This is an optimization exercise on Yosys and OpenROAD, whose aim is small area and few clock cycles, not a production implementation.
In this exercise RTL edits were held to simulation tests only and were not proved equivalent to the original.
Power figures rest on the tool's default switching activity, not on a simulated workload.

## flash_ctrl
module flash_ctrl (
    input  wire        clk,
    input  wire        rst,
    input  wire        start,
    input  wire [4:0]  op,
    input  wire [31:0] arg0,
    input  wire [31:0] arg1,
    input  wire [31:0] arg2,
    input  wire [31:0] arg3,
    output reg         busy,
    output reg         done,
    output wire        ok,
    output reg  [31:0] res_lo,
    output reg  [31:0] res_hi,
    output reg         bus_cs,
    output wire        bus_req,
    output reg  [7:0]  bus_tx,
    input  wire        bus_ack,
    input  wire [7:0]  bus_rx,
    output wire        ram_req,
    output wire        ram_we,
    output wire [31:0] ram_addr,
    output wire [7:0]  ram_wdata,
    input  wire        ram_ack,
    input  wire [7:0]  ram_rdata
);
Size in the first run: roughly 200 flip-flops, ~270 I/O pins, ~14000 sq um of cells after synthesis.
==> flow/config.mk <==
export PLATFORM = sky130hd
export DESIGN_NAME = flash_ctrl
export DESIGN_NICKNAME = flash_ctrl
export VERILOG_FILES = /design/flow/design.v
export SDC_FILE = /design/flow/constraint.sdc
export NUM_CORES = 4
export LEC_CHECK = 0
export CAP_MARGIN = 0
export CORE_MARGIN = 2
export CORE_UTILIZATION = 40
export PLACE_DENSITY = 0.6
export SLEW_MARGIN = 0
==> flow/constraint.sdc <==
create_clock -name core_clock -period 10.0 [get_ports {clk}]
set_input_delay 2.0000 -clock core_clock [delete_from_list [all_inputs] [get_ports {clk}]]
set_output_delay 2.0000 -clock core_clock [all_outputs]
set_load 0.01 [all_outputs]
standard.sh (not shown) runs the stock make flow with config.mk's settings and CLKGATE_MAP_FILE= SYNTH_SCRIPT=/design/flow/synth_recipe.tcl, a recipe that flattens the netlist after the stock synthesis.
==> flow/flow/run.sh <==
#!/bin/bash
# Layout flow: the standard flow (standard synthesis, floorplan, power
# grid, placement, CTS, routing) with these changes:
#  - port buffers use the smallest buffer cell instead of the default;
#  - clock tree synthesis uses clkbuf_8 clock buffers and inserts no dummy
#    loads.
set -euo pipefail
export BUFFER_PORTS_ARGS="-buffer_cell sky130_fd_sc_hd__buf_1"
export CTS_ARGS="-sink_clustering_enable -repair_clock_nets -dont_use_dummy_load -buf_list sky130_fd_sc_hd__clkbuf_8"
bash standard.sh finish > standard_flow.log 2>&1
The first run went through all stages and came out clean.
Testbench counts at the start, summed over its fixed seeds: cycles 503,256.
==> next run, changes <==
Settings changed: CAP_MARGIN 0 to 20, SLEW_MARGIN 0 to 20.
Effect:
- via count is about the same
- clock skew is about the same
- routed wire length stays flat
- hold slack is about the same
- critical path depth stays the same
- clock power hardly moves
- total power hardly moves
- final area barely changes
- non-clock buffer count is unchanged


Another version of the RTL of flash_ctrl (not shown whole).
For scale: ~1400 cells after synthesis, about 200 flip-flops, ~270 I/O pins, roughly 14000 um2 of cells after synthesis.
export LEC_CHECK = 0
export CAP_MARGIN = 20
export CORE_MARGIN = 2
export CORE_UTILIZATION = 40
export PLACE_DENSITY = 0.6
export SLEW_MARGIN = 20
create_clock -name core_clock -period 10.0 [get_ports {clk}]
==> flow/flow/run.sh <==
#!/bin/bash
# Layout flow: the standard flow (standard synthesis, floorplan, power
# grid, placement, CTS, routing) with these changes:
#  - port buffers use the smallest buffer cell instead of the default;
#  - clock tree synthesis uses smaller clock buffers and inserts no dummy loads.
set -euo pipefail
export BUFFER_PORTS_ARGS="-buffer_cell sky130_fd_sc_hd__buf_1"
export CTS_ARGS="-sink_clustering_enable -repair_clock_nets -dont_use_dummy_load -buf_list {sky130_fd_sc_hd__clkbuf_2 sky130_fd_sc_hd__clkbuf_4}"
bash standard.sh finish > standard_flow.log 2>&1
Testbench counts at the start, summed over its fixed seeds: cycles 503,256.
Change:
--- a/flow/flow/run.sh
+++ b/flow/flow/run.sh
@@ -7,3 +7,3 @@
 export BUFFER_PORTS_ARGS="-buffer_cell sky130_fd_sc_hd__buf_1"
-export CTS_ARGS="-sink_clustering_enable -repair_clock_nets -dont_use_dummy_load -buf_list {sky130_fd_sc_hd__clkbuf_2 sky130_fd_sc_hd__clkbuf_4}"
+export CTS_ARGS="-sink_clustering_enable -repair_clock_nets -dont_use_dummy_load -buf_list sky130_fd_sc_hd__clkbuf_4"
 bash standard.sh finish > standard_flow.log 2>&1
Outcome: Clock-buffer cell count does not change. Non-clock buffer count stays the same. Design area stays the same. Die area stays the same. Final cell count does not change. Total power stays the same. Via count does not change. Worst setup slack does not change. Synthesized cell count stays the same. Core utilization stays the same.

==> static timing again, ports no longer ideal <==
Ports are ideal in the flow. The routed layouts listed here were re-timed in OpenROAD.
Step 1, drivers: a clkbuf_16 drives clk and a buf_2 each remaining input, both assumed.
Step 2 also shifts input and output timing later by t, the mid clock arrival at the registers, as if the neighbouring blocks saw the same clock.
Slacks: no drivers / after step 1 / after step 2; pairs: no drivers / after step 1.
| run | t (ns) | setup slack, ns | latest minus earliest clock arrival (ns) | worst register clock-pin slew, ns | cell pins on the clock port's net |
|---|---|---|---|---|---|
| the first run of note 1 | 0.536 | 1.347 / 1.352 / 0.816 | 0.036 / 0.035 | 0.11 / 0.11 | 1 |
| the second run of note 1 | 0.536 | 1.330 / 1.339 / 0.803 | 0.035 / 0.035 | 0.11 / 0.11 | 1 |
| the first run of note 2 | 0.735 | 1.361 / 1.374 / 0.639 | 0.083 / 0.082 | 0.07 / 0.07 | 1 |
| the second run of note 2 | 0.735 | 1.361 / 1.374 / 0.639 | 0.083 / 0.082 | 0.07 / 0.07 | 1 |
After both steps every run listed still meets setup and hold.
